What follows belongs to an exercise in optimizing a design on an open flow for small area, a short achievable clock period and few clock cycles per item; a production flow would make more cautious choices. In this exercise RTL edits were held to simulation tests only and were not proved equivalent to the original. No activity file was given, so power comes from the tool's default toggle rates.

==> flow/design.v (excerpt) <==
module crsf_cmd (
    input  wire       clk,
    input  wire       rst,         
    input  wire       in_valid,
    input  wire [7:0] in_data,
    output wire       in_ready,
    output wire       out_valid,
    output wire [7:0] out_data,
    input  wire       out_ready
);
Size in the first run: roughly 1300 cells after synthesis, ~22 I/O pins, about 11000 µm² of cells after synthesis.
export LEC_CHECK = 0
export CAP_MARGIN = 20
export CORE_MARGIN = 2
export CORE_UTILIZATION = 40
export CTS_CLUSTER_DIAMETER = 100
export CTS_CLUSTER_SIZE = 40
export SLEW_MARGIN = 20
create_clock -name core_clock -period 16.0 [get_ports {clk}]
standard.sh (not shown) runs the stock make flow with config.mk's settings and CLKGATE_MAP_FILE= SYNTH_SCRIPT=/design/flow/synth_recipe.tcl, a recipe that flattens the netlist after the stock synthesis.
==> flow/flow/run.sh <==
#!/bin/bash
# Standard layout, with timing repair aimed below the clock period and
# plain buffers on the ports.
set -euo pipefail
bash standard.sh SETUP_SLACK_MARGIN=11.8 "BUFFER_PORTS_ARGS=-buffer_cell sky130_fd_sc_hd__buf_4" finish > standard.log 2>&1
Testbench counts at the start, summed over its fixed seeds: cycles 109,743, cmds 4,800.
Rerun with:
==> flow/flow/run.sh (replaced) <==
#!/bin/bash
# Standard layout, with timing repair aimed below the clock period and
# plain buffers on the ports.
set -euo pipefail
bash standard.sh SETUP_SLACK_MARGIN=12 "BUFFER_PORTS_ARGS=-buffer_cell sky130_fd_sc_hd__buf_4" finish > standard.log 2>&1
CTS_CLUSTER_DIAMETER = not set   (was 100)
CTS_CLUSTER_SIZE = not set   (was 40)
=>
- final cell count increases by 1.8%
- register-to-register slack is worse by 0.02 ns
- routed wire length increases by 1.7%

---

Another version of the RTL of crsf_cmd (not shown whole).
Size: ~150 flip-flops, roughly 22 I/O pins, about 11000 sq um of cells after synthesis.
==> flow/config.mk <==
export PLATFORM = sky130hd
export DESIGN_NAME = crsf_cmd
export DESIGN_NICKNAME = crsf_cmd
export VERILOG_FILES = /design/flow/design.v
export SDC_FILE = /design/flow/constraint.sdc
export NUM_CORES = 4
export LEC_CHECK = 0
export CAP_MARGIN = 20
export CORE_MARGIN = 2
export CORE_UTILIZATION = 40
export SLEW_MARGIN = 20
==> flow/constraint.sdc <==
create_clock -name core_clock -period 16.0 [get_ports {clk}]
set_input_delay 3.2000 -clock core_clock [delete_from_list [all_inputs] [get_ports {clk}]]
set_output_delay 3.2000 -clock core_clock [all_outputs]
set_load 0.01 [all_outputs]
==> flow/flow/run.sh <==
#!/bin/bash
# Standard layout, with timing repair aimed below the clock period and
# plain buffers on the ports.
set -euo pipefail
bash standard.sh SETUP_SLACK_MARGIN=11.9 "BUFFER_PORTS_ARGS=-buffer_cell sky130_fd_sc_hd__buf_4" finish > standard.log 2>&1
The first run passed the timing, DRC and antenna checks.
Testbench counts at the start, summed over its fixed seeds: cycles 109,743, cmds 4,800.
==> next run, changes <==
==> flow/flow/run.sh (replaced) <==
#!/bin/bash
# Standard layout, with timing repair aimed below the clock period and
# plain buffers on the ports.
set -euo pipefail
bash standard.sh SETUP_SLACK_MARGIN=11.7 "BUFFER_PORTS_ARGS=-buffer_cell sky130_fd_sc_hd__buf_4" finish > standard.log 2>&1
What happened: Sequential power falls by about 1%; combinational power goes up by about 1%; worst setup slack improves by 25 ps.

---

Setup of R:
RTL: one of the versions met above, not the one the previous note started from.
Size in the first run: about 1300 cells after synthesis, about 150 flip-flops, ~22 I/O pins, about 0.011 mm^2 of cells after synthesis.
export LEC_CHECK = 0
export CAP_MARGIN = 20
export CORE_MARGIN = 2
export CORE_UTILIZATION = 40
export SLEW_MARGIN = 20
create_clock -name core_clock -period 16.0 [get_ports {clk}]
==> flow/flow/run.sh <==
#!/bin/bash
# Standard layout, with timing repair aimed below the clock period and
# plain buffers on the ports.
set -euo pipefail
bash standard.sh SETUP_SLACK_MARGIN=11.8 "BUFFER_PORTS_ARGS=-buffer_cell sky130_fd_sc_hd__buf_4" finish > standard.log 2>&1
Testbench counts of R, summed over its fixed seeds: cycles 109,743, cmds 4,800.
Edits applied to the flow inputs when going from R to Q:
- setting PLACE_DENSITY to 0.75 for the first time
- changing CORE_UTILIZATION from 40 to 65
## What came out
When the final numbers for Q and R were put side by side, the share of the final layout cell area in multi-input gates turned out to be smaller in R.
| data arrival time of the worst path | Q vs R | ≈ equal |
Reported for Q and R, per-instance average area after synthesis turned out identical to the last digit.
On clock transition at the registers of the reported paths, Q and R are basically level.
Fraction of power consumed by combinational cells: Q vs R up 0.8 points
On Q: number of antenna violations at the first check in global routing is 1 lower than what R gave.

## separate check: timing with driven ports
In the flow no input, the clock included, has a driving cell. The finished layouts below were timed again as built, in two steps. Step 1 sets driving cells, clkbuf_16 on the clock port and buf_2 on the other inputs (assumed; they add their load-dependent delay and slew). Step 2, shift: input delay + t, output delay - t, t = (earliest + latest rising clock arrival at the registers) / 2. This alone moves slack from input paths to output paths. a / b / c = ideal ports / drivers / drivers and shift; a / b = the first two.
| run | t, ns | setup slack, ns | worst setup path at the end |
|---|---|---|---|
| the first run of note 1 | 0.487 | 11.846 / 11.796 / 11.439 | input to register |
| the second run of note 1 | 0.494 | 11.825 / 11.782 / 11.555 | input to register |
| the first run of note 2 | 0.479 | 11.824 / 11.776 / 11.530 | input to register |
| the second run of note 2 | 0.483 | 11.849 / 11.802 / 11.453 | input to register |
| R | 0.487 | 11.846 / 11.796 / 11.439 | input to register |
| Q | 0.483 | 11.840 / 11.795 / 11.507 | input to register |
After both steps setup and hold are still met in every run listed.
